Context: an optimization exercise on an open-source flow, tuned for small area, a short achievable clock period and few clock cycles. The choices shown serve that exercise and are no tape-out recipe. Only simulation tests tie the RTL to the original design; equivalence was not proved.

==> trial 94 <==
// sidc
module sidc (
    input  wire        clk,
    input  wire        rst,       
    input  wire        req,
    input  wire        we,
    input  wire        wide,      
    input  wire [10:0] addr,
    input  wire [31:0] wdata,
    output reg         ack,
    output reg         err,
    output reg  [31:0] rdata
);
    localparam integer RSV   = 40;
    localparam integer MACS  = 8;
    localparam integer TOTAL = 30 + RSV + 6 * MACS;   
    localparam integer SPAN  = TOTAL - 4;             
    localparam [31:0]  TAG_LIT = 32'h43434944;        
    localparam [31:0]  PARAMS  = (RSV << 16) | (MACS << 8) | TOTAL;
    localparam integer DATE_OFF = 18;
    localparam [31:0]  ZERO_CRC = 32'h472AF91E;       
    localparam [7:0] OP_NOP        = 8'h00;
    localparam [7:0] OP_SOFT_RESET = 8'h01;
    localparam [7:0] OP_CRC_INIT   = 8'h10;
    localparam [7:0] OP_CRC_BYTE   = 8'h11;
    localparam [7:0] OP_CRC_WORD   = 8'h12;
    localparam [7:0] OP_DATE_ENC   = 8'h20;
    localparam [7:0] OP_DATE_DEC   = 8'h21;
  ...
clock: 10.0 ns
lec_check: 0
cap_margin: 30
core_margin: 2
core_utilization: 30
cts_buf_list: sky130_fd_sc_hd__clkbuf_8
cts_cluster_diameter: 60
cts_cluster_size: 10
place_density: 0.45
setup_slack_margin: 4.5
slew_margin: 40
standard.sh (not shown) runs the stock make flow with config.mk's settings and CLKGATE_MAP_FILE= SYNTH_SCRIPT=/design/flow/synth_recipe.tcl, a recipe that flattens the netlist after the stock synthesis.
==> flow/flow/run.sh <==
#!/bin/bash
# Own layout flow: the standard ORFS flow (standard.sh) unchanged, except
# that the buffers ORFS puts on the input and output ports are buf_4 cells
# (buffer_ports otherwise picks slow delay cells such as clkdlybuf4s50_1).
set -euo pipefail
export BUFFER_PORTS_ARGS="-buffer_cell sky130_fd_sc_hd__buf_4"
bash standard.sh > standard.log 2>&1
==> inputs of trial 58, as changes to trial 94 <==
--- a/flow/design.v
+++ b/flow/design.v
@@ -243,28 +243,31 @@
             OP_REC_STAMP, OP_REC_VERIFY: ;
             OP_CRC_BYTE, OP_BUF_PUSH: op_has_arg = 1'b1;
             default: op_known = 1'b0;
         endcase
     end
     wire cmd_legal = (wdata[31:16] == 16'd0) && op_known && (op_has_arg || arg == 8'd0);
     wire mc_busy   = (mc_cnt != 3'd0);
-    wire busy      = mc_busy || wq_v;
+    reg  busy;                                    
     wire act       = req && !busy;                
     wire do_write  = act && we && legal_w;
     wire do_cmd    = do_write && in_ctrl && (off == 8'h00);
     wire do_exec   = do_cmd && cmd_legal;
     wire h_wr      = do_write && (addr[10] || addr[9]);   
     wire h_post    = h_wr && run;                 
     wire       e_v   = wq_v || (h_wr && !run);
     wire       e_buf = wq_v ? wq_buf  : addr[10];
     wire [6:0] e_pos = wq_v ? wq_pos  : off[6:0];
     wire [7:0] e_dat = wq_v ? wq_data : wdata[7:0];
     wire wr_field  = e_v && !e_buf;
     wire wr_buf    = e_v && e_buf;
     wire sel_host  = wq_v || (!busy && (addr[10] || addr[9]));    
+    wire hw_ok     = act && we && !wide && !off[7];
+    wire wf        = (wq_v && !wq_buf) || (hw_ok && (addr[10:8] == 3'b010) && !run);
+    wire wb        = (wq_v &&  wq_buf) || (hw_ok && (addr[10:8] == 3'b100) && !run);
     wire x_mc      = do_exec && (op == OP_DATE_ENC || op == OP_REC_TAG);
     wire x_push    = do_exec && (op == OP_BUF_PUSH);
     wire x_dec     = do_exec && (op == OP_REC_DECODE) && (len == TOTAL);
     wire x_enc     = do_exec && (op == OP_REC_ENCODE);
     wire x_zero    = do_exec && (op == OP_REC_ZERO);
     wire x_soft    = do_exec && (op == OP_SOFT_RESET);
     wire mc_wr     = x_mc || mc_busy;             
@@ -301,25 +304,33 @@
         endcase
     end
     wire       rreg = run || wq_v;
     wire [6:0] ridx = rreg ? (run ? pa[6:0] + 7'd1 : wq_pos) : off[6:0];
     wire       rbuf = rreg ? (run ? pa[10] : wq_buf) : addr[10];
     integer i;
     reg [7:0] byte_rd;
-    reg       rsel, rhit;
+    reg [7:0]  rlo;
+    reg [15:0] rhf, rhb;
+    reg        rf, rb;
     always @* begin
         byte_rd = 8'd0;
+        for (i = 0; i < 8; i = i + 1)
+            rlo[i] = (ridx[2:0] == i);
+        for (i = 0; i < 16; i = i + 1) begin
+            rhf[i] = (ridx[6:3] == i) && !rbuf;
+            rhb[i] = (ridx[6:3] == i) &&  rbuf;
+        end
         for (i = 0; i < SPAN; i = i + 1) begin
-            rsel = rbuf ? by[i] : fy[i];
-            rhit = (ridx == i);
-            byte_rd = byte_rd | ({8{rhit && !rsel}} & px[8*i +: 8])
-                              | ({8{rhit &&  rsel}} & py[8*i +: 8]);
+            rf = rlo[i % 8] && rhf[i / 8];      
+            rb = rlo[i % 8] && rhb[i / 8];      
+            byte_rd = byte_rd | ({8{(rf && !fy[i]) || (rb && !by[i])}} & px[8*i +: 8])
+                              | ({8{(rf &&  fy[i]) || (rb &&  by[i])}} & py[8*i +: 8]);
         end
         for (i = SPAN; i < TOTAL; i = i + 1)
-            byte_rd = byte_rd | ({8{rbuf && ridx == i}} & tl[8*(i-SPAN) +: 8]);
+            byte_rd = byte_rd | ({8{rlo[i % 8] && rhb[i / 8]}} & tl[8*(i-SPAN) +: 8]);
     end
     wire [7:0] pa_nx  = {pa[7], pa[6:0] + 7'd1};
     wire       pe_nx  = pw || (pa[10] ? (pa_nx >= TOTAL) : (pa_nx >= SPAN));
     function [7:0] fbb(input integer k);
         fbb = fy[k] ? py[8*k +: 8] : px[8*k +: 8];
     endfunction
     wire [31:0] corr;
@@ -382,16 +393,16 @@
     wire [7:0] wbus    = rst ? 8'd0 : mc_busy ? mc_val : sel_host ? e_dat :
                          !op[5] ? 8'd0 : !op[4] ? mc_val : !op[2] ? arg : op[0] ? mc_val : 8'd0;
     wire       x_enc_r = !rst && x_enc;
     wire       x_dec_r = !rst && x_dec;
     reg fw, bw, bys;
     always @(posedge clk) begin
         for (i = 0; i < SPAN; i = i + 1) begin
-            fw  = fb_all || (wr_field && e_pos == i) || (mc_wr && mc_pos == i);
-            bw  = (wr_buf && e_pos == i) || (bf_push && len[6:0] == i);
+            fw  = fb_all || (wf && e_pos == i && (i < 24 || i >= 24 + RSV)) || (mc_wr && mc_pos == i);
+            bw  = (wb && e_pos == i) || (bf_push && len[6:0] == i);
             bys = by[i] && !rst;
             if ((fw && bys) || (bw && fy[i]))
                 px[8*i +: 8] <= wbus;
             if ((fw && !bys) || (bw && !fy[i]))
                 py[8*i +: 8] <= wbus;
             if (fw)
                 fy[i] <= !bys;
@@ -403,15 +414,15 @@
                 by[i] <= !fy[i];
             else if (x_enc_r)
                 by[i] <= fy[i];
         end
         for (i = SPAN; i < TOTAL; i = i + 1) begin
             if (x_enc_r)
                 tl[8*(i-SPAN) +: 8] <= checksum[8*(TOTAL-1-i) +: 8];
-            else if ((wr_buf && e_pos == i) || (bf_push && len[6:0] == i))
+            else if ((wb && e_pos == i) || (bf_push && len[6:0] == i))
                 tl[8*(i-SPAN) +: 8] <= wbus;
         end
     end
     always @(posedge clk) begin
         pend_buf <= sel_host && e_buf;
         pend_w   <= wr_w;
         pend_o   <= sel_host ? byte_rd : mc_old;
@@ -436,14 +447,15 @@
             st_cmd_err      <= 1'b0;
             st_acc_err      <= 1'b0;
             err_code        <= 3'd0;
             img_crc         <= ZERO_CRC;
             buf_crc         <= 32'hFFFFFFFF;
             pend_v          <= 1'b0;
             wq_v            <= 1'b0;
+            busy            <= 1'b0;
             boff            <= SPAN[6:0];
             mc_cnt          <= 3'd0;
             mc_date         <= 1'b0;
             pv              <= 1'b0;
         end else begin
             if (act && !we) begin
                 if (hit) begin
@@ -460,14 +472,15 @@
                     pw <= wide;
                     pv <= 1'b1;
                 end else
                     pv <= 1'b0;
             end else if (act || busy)
                 pv <= 1'b0;
             wq_v <= h_post;
+            busy <= x_mc || (mc_busy && !mc_last) || h_post;
             if (h_post) begin
                 wq_buf  <= addr[10];
                 wq_pos  <= off[6:0];
                 wq_data <= wdata[7:0];
             end
             if (x_mc) begin
                 mc_cnt  <= 3'd1;
==> flow/flow/run.sh (replaced) <==
#!/bin/bash
# Own layout flow: the standard ORFS flow (standard.sh), with two changes:
# the buffers ORFS puts on the input and output ports are buf_4 cells
# (buffer_ports otherwise picks slow delay cells such as clkdlybuf4s50_1), and
# the antenna repair after detailed routing may take up to 10 rounds instead
# of 5. Everything make prints goes to standard.log; ORFS keeps each step's
# own log under orfs/logs/.
set -euo pipefail
export BUFFER_PORTS_ARGS="-buffer_cell sky130_fd_sc_hd__buf_4"
export MAX_REPAIR_ANTENNAS_ITER_DRT=10
bash standard.sh > standard.log 2>&1
==> run summary <==
Register-to-register slack: trial 58 is worse than trial 94 (0.08 ns). Routed wire length: trial 58 is lower than trial 94 (7.6%). Of trial 94 and trial 58, trial 94 has the higher via count (gap 1.5%, measured against trial 58). Between trial 94 and trial 58, the lower utilization is in trial 94 (gap 0.53 points). Synthesized area is about the same in trial 58 and trial 94.
==> figures <==
| quantity | trial 94 | trial 58 |
|---|---|---|
| Worst Hold End | st_crc_mismatch | st_crc_ok |
| Vertical die dimension | 645.7 um | 645.4 um |
| Area share of the largest cell type after synthesis | 49.53% | 49.58% |
| Invs w/o clock | 165 | 204 |
| Post-Place Cell Area | 136900 um2 | 137100 um2 |
| Switching Share | 39.91% | 43.26% |
| Status | no timing/DRC/antenna violations | no timing/DRC/antenna violations |
| Buffer share of cell area | 6.162% | 7.512% |
| Post-Synthesis Cell Area | 123500 um2 | 123400 um2 |
| Area growth from synthesis to final layout | 21.16% | 22.96% |
| Number of flip-flops and latches | 2455 | 2456 |
Testbench counts of trial 94, summed over its fixed seeds: cycles 15,094.
Testbench counts of trial 58, summed over its fixed seeds: cycles 15,094.


==> inputs of run a <==
Another version of the RTL of sidc (not shown whole).
export LEC_CHECK = 0
export CAP_MARGIN = 30
export CORE_MARGIN = 2
export CORE_UTILIZATION = 30
export CTS_BUF_LIST = sky130_fd_sc_hd__clkbuf_8
export CTS_CLUSTER_DIAMETER = 60
export CTS_CLUSTER_SIZE = 10
export PLACE_DENSITY = 0.45
export SETUP_SLACK_MARGIN = 4.5
export SLEW_MARGIN = 40
create_clock -name core_clock -period 10.0 [get_ports {clk}]
==> flow/flow/run.sh <==
#!/bin/bash
# Own layout flow: the standard ORFS flow (standard.sh), with two changes:
# the buffers ORFS puts on the input and output ports are buf_4 cells
# (buffer_ports otherwise picks slow delay cells such as clkdlybuf4s50_1), and
# the antenna repair after detailed routing may take up to 10 rounds instead
# of 5. Everything make prints goes to standard.log; ORFS keeps each step's
# own log under orfs/logs/.
set -euo pipefail
export BUFFER_PORTS_ARGS="-buffer_cell sky130_fd_sc_hd__buf_4"
export MAX_REPAIR_ANTENNAS_ITER_DRT=10
bash standard.sh > standard.log 2>&1
==> run b: changes against run a <==
--- a/flow/design.v
+++ b/flow/design.v
@@ -196,25 +196,24 @@
     reg [31:0] crc_acc;
     reg        st_format_err, st_crc_ok, st_crc_mismatch, st_cmd_err, st_acc_err;
     reg [2:0]  err_code;
     reg [31:0] img_crc;           
     reg [31:0] buf_crc;           
     reg        pend_v, pend_buf;  
     reg [7:0]  pend_o, pend_n;    
-    reg [6:0]  pend_pos;          
-    reg        bb;                
+    reg [31:0] pend_w;            
     reg [6:0]  boff;              
     reg [2:0]  mc_cnt;            
     reg        mc_date;           
     reg        wq_v, wq_buf;      
     reg [6:0]  wq_pos;
     reg [7:0]  wq_data;
     reg        pv, pw, pe;
     reg [10:0] pa;
-    reg [7:0]  pd;
+    reg [31:0] pc;
     wire [7:0] off   = addr[7:0];
     wire in_ctrl  = (addr[10:8] == 3'b000);
     wire in_field = (addr[10:8] == 3'b010) && (off < SPAN);
     wire in_buf   = (addr[10:8] == 3'b100) && (off < TOTAL);
     reg ctrl_readable, ctrl_writable;
     always @* begin
         ctrl_readable = 1'b0;
@@ -244,28 +243,31 @@
             OP_REC_STAMP, OP_REC_VERIFY: ;
             OP_CRC_BYTE, OP_BUF_PUSH: op_has_arg = 1'b1;
             default: op_known = 1'b0;
         endcase
     end
     wire cmd_legal = (wdata[31:16] == 16'd0) && op_known && (op_has_arg || arg == 8'd0);
     wire mc_busy   = (mc_cnt != 3'd0);
-    wire busy      = mc_busy || wq_v || bb;
+    reg  busy;                                    
     wire act       = req && !busy;                
     wire do_write  = act && we && legal_w;
     wire do_cmd    = do_write && in_ctrl && (off == 8'h00);
     wire do_exec   = do_cmd && cmd_legal;
     wire h_wr      = do_write && (addr[10] || addr[9]);   
     wire h_post    = h_wr && run;                 
     wire       e_v   = wq_v || (h_wr && !run);
     wire       e_buf = wq_v ? wq_buf  : addr[10];
     wire [6:0] e_pos = wq_v ? wq_pos  : off[6:0];
     wire [7:0] e_dat = wq_v ? wq_data : wdata[7:0];
     wire wr_field  = e_v && !e_buf;
     wire wr_buf    = e_v && e_buf;
     wire sel_host  = wq_v || (!busy && (addr[10] || addr[9]));    
+    wire hw_ok     = act && we && !wide && !off[7];
+    wire wf        = (wq_v && !wq_buf) || (hw_ok && (addr[10:8] == 3'b010) && !run);
+    wire wb        = (wq_v &&  wq_buf) || (hw_ok && (addr[10:8] == 3'b100) && !run);
     wire x_mc      = do_exec && (op == OP_DATE_ENC || op == OP_REC_TAG);
     wire x_push    = do_exec && (op == OP_BUF_PUSH);
     wire x_dec     = do_exec && (op == OP_REC_DECODE) && (len == TOTAL);
     wire x_enc     = do_exec && (op == OP_REC_ENCODE);
     wire x_zero    = do_exec && (op == OP_REC_ZERO);
     wire x_soft    = do_exec && (op == OP_SOFT_RESET);
     wire mc_wr     = x_mc || mc_busy;             
@@ -273,19 +275,19 @@
     wire mc_last   = (mc_cnt == (mc_isdate ? 3'd5 : 3'd3));
     wire pa_byte = pa[10] || pa[9];
     wire run     = pv && pa_byte;                 
     wire hit     = pv && (addr == pa) && (wide == pw);
     always @* begin
         ack   = req && !busy && (we || hit);
         err   = we ? !legal_w : pe;
-        rdata = pa_byte ? {24'd0, pd} : ctrl_val;
+        rdata = pc;
     end
     reg [31:0] ctrl_val;
     always @* begin
-        case (pa[6:2])
+        case (off[6:2])
             5'h01: ctrl_val = {26'd0, st_acc_err, st_cmd_err, 1'b0,
                                st_crc_mismatch, st_crc_ok, st_format_err};
             5'h02: ctrl_val = {29'd0, err_code};
             5'h03: ctrl_val = PARAMS;
             5'h04: ctrl_val = din;
             5'h05: ctrl_val = {16'd0, len};
             5'h06: ctrl_val = crc_acc;
@@ -302,40 +304,49 @@
         endcase
     end
     wire       rreg = run || wq_v;
     wire [6:0] ridx = rreg ? (run ? pa[6:0] + 7'd1 : wq_pos) : off[6:0];
     wire       rbuf = rreg ? (run ? pa[10] : wq_buf) : addr[10];
     integer i;
     reg [7:0] byte_rd;
-    reg       rsel, rhit;
+    reg [7:0]  rlo;
+    reg [15:0] rhf, rhb;
+    reg        rf, rb;
     always @* begin
         byte_rd = 8'd0;
+        for (i = 0; i < 8; i = i + 1)
+            rlo[i] = (ridx[2:0] == i);
+        for (i = 0; i < 16; i = i + 1) begin
+            rhf[i] = (ridx[6:3] == i) && !rbuf;
+            rhb[i] = (ridx[6:3] == i) &&  rbuf;
+        end
         for (i = 0; i < SPAN; i = i + 1) begin
-            rsel = rbuf ? by[i] : fy[i];
-            rhit = (ridx == i);
-            byte_rd = byte_rd | ({8{rhit && !rsel}} & px[8*i +: 8])
-                              | ({8{rhit &&  rsel}} & py[8*i +: 8]);
+            rf = rlo[i % 8] && rhf[i / 8];      
+            rb = rlo[i % 8] && rhb[i / 8];      
+            byte_rd = byte_rd | ({8{(rf && !fy[i]) || (rb && !by[i])}} & px[8*i +: 8])
+                              | ({8{(rf &&  fy[i]) || (rb &&  by[i])}} & py[8*i +: 8]);
         end
         for (i = SPAN; i < TOTAL; i = i + 1)
-            byte_rd = byte_rd | ({8{rbuf && ridx == i}} & tl[8*(i-SPAN) +: 8]);
+            byte_rd = byte_rd | ({8{rlo[i % 8] && rhb[i / 8]}} & tl[8*(i-SPAN) +: 8]);
     end
     wire [7:0] pa_nx  = {pa[7], pa[6:0] + 7'd1};
     wire       pe_nx  = pw || (pa[10] ? (pa_nx >= TOTAL) : (pa_nx >= SPAN));
     function [7:0] fbb(input integer k);
         fbb = fy[k] ? py[8*k +: 8] : px[8*k +: 8];
     endfunction
     wire [31:0] corr;
-    wire [31:0] pend_w;
-    sidc_crcrom u_rom (.pos(pend_pos), .w(pend_w));
     sidc_gfmul u_fix (.delta(pend_o ^ pend_n), .w(pend_w), .corr(corr));
     wire [7:0]  bpos   = {1'b0, e_pos} + {1'b0, boff};    
     wire [6:0]  wr_pos = sel_host ? (e_buf ? bpos[6:0] : e_pos) : mc_pos;
+    wire [31:0] wr_w;
+    sidc_crcrom u_rom (.pos(wr_pos), .w(wr_w));
     wire [31:0] img_eff = img_crc ^ ((pend_v && !pend_buf) ? corr : 32'd0);
+    wire [31:0] buf_eff = buf_crc ^ ((pend_v &&  pend_buf) ? corr : 32'd0);
     wire [31:0] crc_b;
-    sidc_crc8 u_crc_byte (.acc_in(op[5] ? buf_crc : crc_acc), .d(arg), .acc_out(crc_b));
+    sidc_crc8 u_crc_byte (.acc_in(op[5] ? buf_eff : crc_acc), .d(arg), .acc_out(crc_b));
     wire [31:0] crc_w1, crc_w2, crc_w3, crc_w4;
     sidc_crc8 u_crc_w1 (.acc_in(crc_acc), .d(din[31:24]), .acc_out(crc_w1));
     sidc_crc8 u_crc_w2 (.acc_in(crc_w1),  .d(din[23:16]), .acc_out(crc_w2));
     sidc_crc8 u_crc_w3 (.acc_in(crc_w2),  .d(din[15:8]),  .acc_out(crc_w3));
     sidc_crc8 u_crc_w4 (.acc_in(crc_w3),  .d(din[7:0]),   .acc_out(crc_w4));
     reg  [6:0] ymod;
     reg  [7:0] ystep;
@@ -382,16 +393,16 @@
     wire [7:0] wbus    = rst ? 8'd0 : mc_busy ? mc_val : sel_host ? e_dat :
                          !op[5] ? 8'd0 : !op[4] ? mc_val : !op[2] ? arg : op[0] ? mc_val : 8'd0;
     wire       x_enc_r = !rst && x_enc;
     wire       x_dec_r = !rst && x_dec;
     reg fw, bw, bys;
     always @(posedge clk) begin
         for (i = 0; i < SPAN; i = i + 1) begin
-            fw  = fb_all || (wr_field && e_pos == i) || (mc_wr && mc_pos == i);
-            bw  = (wr_buf && e_pos == i) || (bf_push && len[6:0] == i);
+            fw  = fb_all || (wf && e_pos == i && (i < 24 || i >= 24 + RSV)) || (mc_wr && mc_pos == i);
+            bw  = (wb && e_pos == i) || (bf_push && len[6:0] == i);
             bys = by[i] && !rst;
             if ((fw && bys) || (bw && fy[i]))
                 px[8*i +: 8] <= wbus;
             if ((fw && !bys) || (bw && !fy[i]))
                 py[8*i +: 8] <= wbus;
             if (fw)
                 fy[i] <= !bys;
@@ -403,21 +414,21 @@
                 by[i] <= !fy[i];
             else if (x_enc_r)
                 by[i] <= fy[i];
         end
         for (i = SPAN; i < TOTAL; i = i + 1) begin
             if (x_enc_r)
                 tl[8*(i-SPAN) +: 8] <= checksum[8*(TOTAL-1-i) +: 8];
-            else if ((wr_buf && e_pos == i) || (bf_push && len[6:0] == i))
+            else if ((wb && e_pos == i) || (bf_push && len[6:0] == i))
                 tl[8*(i-SPAN) +: 8] <= wbus;
         end
     end
     always @(posedge clk) begin
         pend_buf <= sel_host && e_buf;
-        pend_pos <= wr_pos;
+        pend_w   <= wr_w;
         pend_o   <= sel_host ? byte_rd : mc_old;
         pend_n   <= sel_host ? e_dat : mc_val;
     end
     wire       img_ok  = (((pend_v && !pend_buf) ? corr : 32'd0) == (img_crc ^ ~checksum));    
     always @(posedge clk) begin
         if (rst) begin
             len             <= 16'd0;
@@ -436,58 +447,57 @@
             st_cmd_err      <= 1'b0;
             st_acc_err      <= 1'b0;
             err_code        <= 3'd0;
             img_crc         <= ZERO_CRC;
             buf_crc         <= 32'hFFFFFFFF;
             pend_v          <= 1'b0;
             wq_v            <= 1'b0;
-            bb              <= 1'b0;
+            busy            <= 1'b0;
             boff            <= SPAN[6:0];
             mc_cnt          <= 3'd0;
             mc_date         <= 1'b0;
             pv              <= 1'b0;
         end else begin
             if (act && !we) begin
                 if (hit) begin
                     if (pa_byte) begin
-                        pd      <= byte_rd;
+                        pc      <= {24'd0, byte_rd};
                         pe      <= pe_nx;
                         pa[6:0] <= pa[6:0] + 7'd1;
                     end else
                         pv      <= 1'b0;
                 end else if (!(pv && pa_byte && (addr[10] || addr[9]))) begin
-                    pd <= byte_rd;
+                    pc <= (addr[10] || addr[9]) ? {24'd0, byte_rd} : ctrl_val;
                     pe <= !legal_r;
                     pa <= addr;
                     pw <= wide;
                     pv <= 1'b1;
                 end else
                     pv <= 1'b0;
             end else if (act || busy)
                 pv <= 1'b0;
             wq_v <= h_post;
+            busy <= x_mc || (mc_busy && !mc_last) || h_post;
             if (h_post) begin
                 wq_buf  <= addr[10];
                 wq_pos  <= off[6:0];
                 wq_data <= wdata[7:0];
             end
             if (x_mc) begin
                 mc_cnt  <= 3'd1;
                 mc_date <= !op[4];
             end else if (mc_busy)
                 mc_cnt  <= mc_last ? 3'd0 : mc_cnt + 3'd1;
             if (mc_wr && mc_cnt != 3'd5)
                 ymod <= ystep[6:0];
             img_crc <= img_eff;
-            if (pend_v && pend_buf)
-                buf_crc <= buf_crc ^ corr;
+            buf_crc <= buf_eff;
             pend_v  <= 1'b0;
             if (mc_wr || wr_field || (wr_buf && bpos < SPAN))
                 pend_v    <= 1'b1;
-            bb <= wr_buf && bpos < SPAN;
             if (act && !we && hit && pe) begin
                 st_acc_err <= 1'b1;
                 err_code   <= 3'd4;
             end
             if (act && we && !legal_w) begin
                 st_acc_err <= 1'b1;
                 err_code   <= 3'd4;
@@ -554,15 +564,15 @@
                             boff    <= boff - 7'd1;
                         end
                     end
                     OP_REC_DECODE: begin
                         if (len == TOTAL) begin
                             checksum      <= {tl[7:0], tl[15:8], tl[23:16], tl[31:24]};
                             st_format_err <= 1'b0;
-                            img_crc       <= buf_crc;
+                            img_crc       <= buf_eff;
                         end else begin
                             st_format_err <= 1'b1;
                             err_code      <= 3'd1;
                         end
                     end
                     OP_REC_ENCODE: begin
                         len     <= TOTAL;
CAP_MARGIN = 25   (was 30)
CTS_CLUSTER_SIZE = 12   (was 10)
SETUP_SLACK_MARGIN = 4.8   (was 4.5)
SLEW_MARGIN = 30   (was 40)
==> flow_summary.ini <==
[outcome]
outcome = no timing/DRC/antenna violations

[synth]
synthMuxAreaShare_pct = 3.24
synthXorXnorAreaFrac_pct = 6.36
ys_top_cells_by_count = edfxtp_1, nor2_1, nand2_1
avgSynthCellArea_um2 = 11.7
synth_compound_area_share_pct = 18.9
synth_cell_types = 115

[die]
die_area_um2 = 412000
die_x_um = 642

[pwr]
powerSeq_uw = 12200

[worst_setup_path]
start_kind = primary input
r2r_cells = 21
crit_slowest_cell = a222oi_1

[layout]
n_all_buffers = 1338
layout-drive-gt1-share_pct = 29.1

[clocking]
cts.sinks = 2407

[timing]
maxSlewHeadroom_pct = 24.5
The numbers above come from run a.

==> flow_summary.ini <==
[outcome]
outcome = no timing/DRC/antenna violations

[synth]
synthMuxAreaShare_pct = 2.66
synthXorXnorAreaFrac_pct = 6.82
synth_compound_area_share_pct = 18.4
synth_cell_types = 90

[worst_setup_path]
start_kind = flop
crit_slowest_cell = nand4_1
r2r_cells = 13

[die]
die_area_um2 = 417000
die_x_um = 645

[pwr]
powerSeq_uw = 13300

[timing]
maxSlewHeadroom_pct = 21.8

[clocking]
cts.sinks = 2456

[layout]
n_all_buffers = 1137
layout-drive-gt1-share_pct = 23.3
utilization_pct = 37.2
The numbers above come from run b.

Testbench counts of run a, summed over its fixed seeds: cycles 15,094.
Testbench counts of run b, summed over its fixed seeds: cycles 15,094.

==> separate check: timing with driven ports <==
How much do the figures lean on ideal ports? The routed layouts below were timed once more, with nothing changed but the port constraints.
Step 1: set_driving_cell puts a clkbuf_16 on clk and a buf_2 on each other input, an assumption about the parent block.
Step 2 times the ports against the registers' clock, not the clock port: input delays grow and output delays shrink by t, the midpoint of the rising clock arrivals with the driver on.
Three values: ideal ports, drivers, drivers and shift; two values: the first two.
run	t, ns	setup slack, ns	worst register clock-pin slew, ns	cell pins on the clock port's net
trial 94	1.347	4.109 / 4.145 / 2.797	0.10 / 0.10	1
trial 58	1.325	4.057 / 4.093 / 2.768	0.09 / 0.09	1
run a	1.292	3.858 / 3.866 / 2.574	0.09 / 0.09	1
run b	1.343	3.980 / 3.980 / 2.670	0.10 / 0.10	1
After both steps every run listed still meets setup and hold. For trial 94, which loses most, drivers alone change the setup slack by +0.036 ns; drivers and shift together by -1.312 ns.
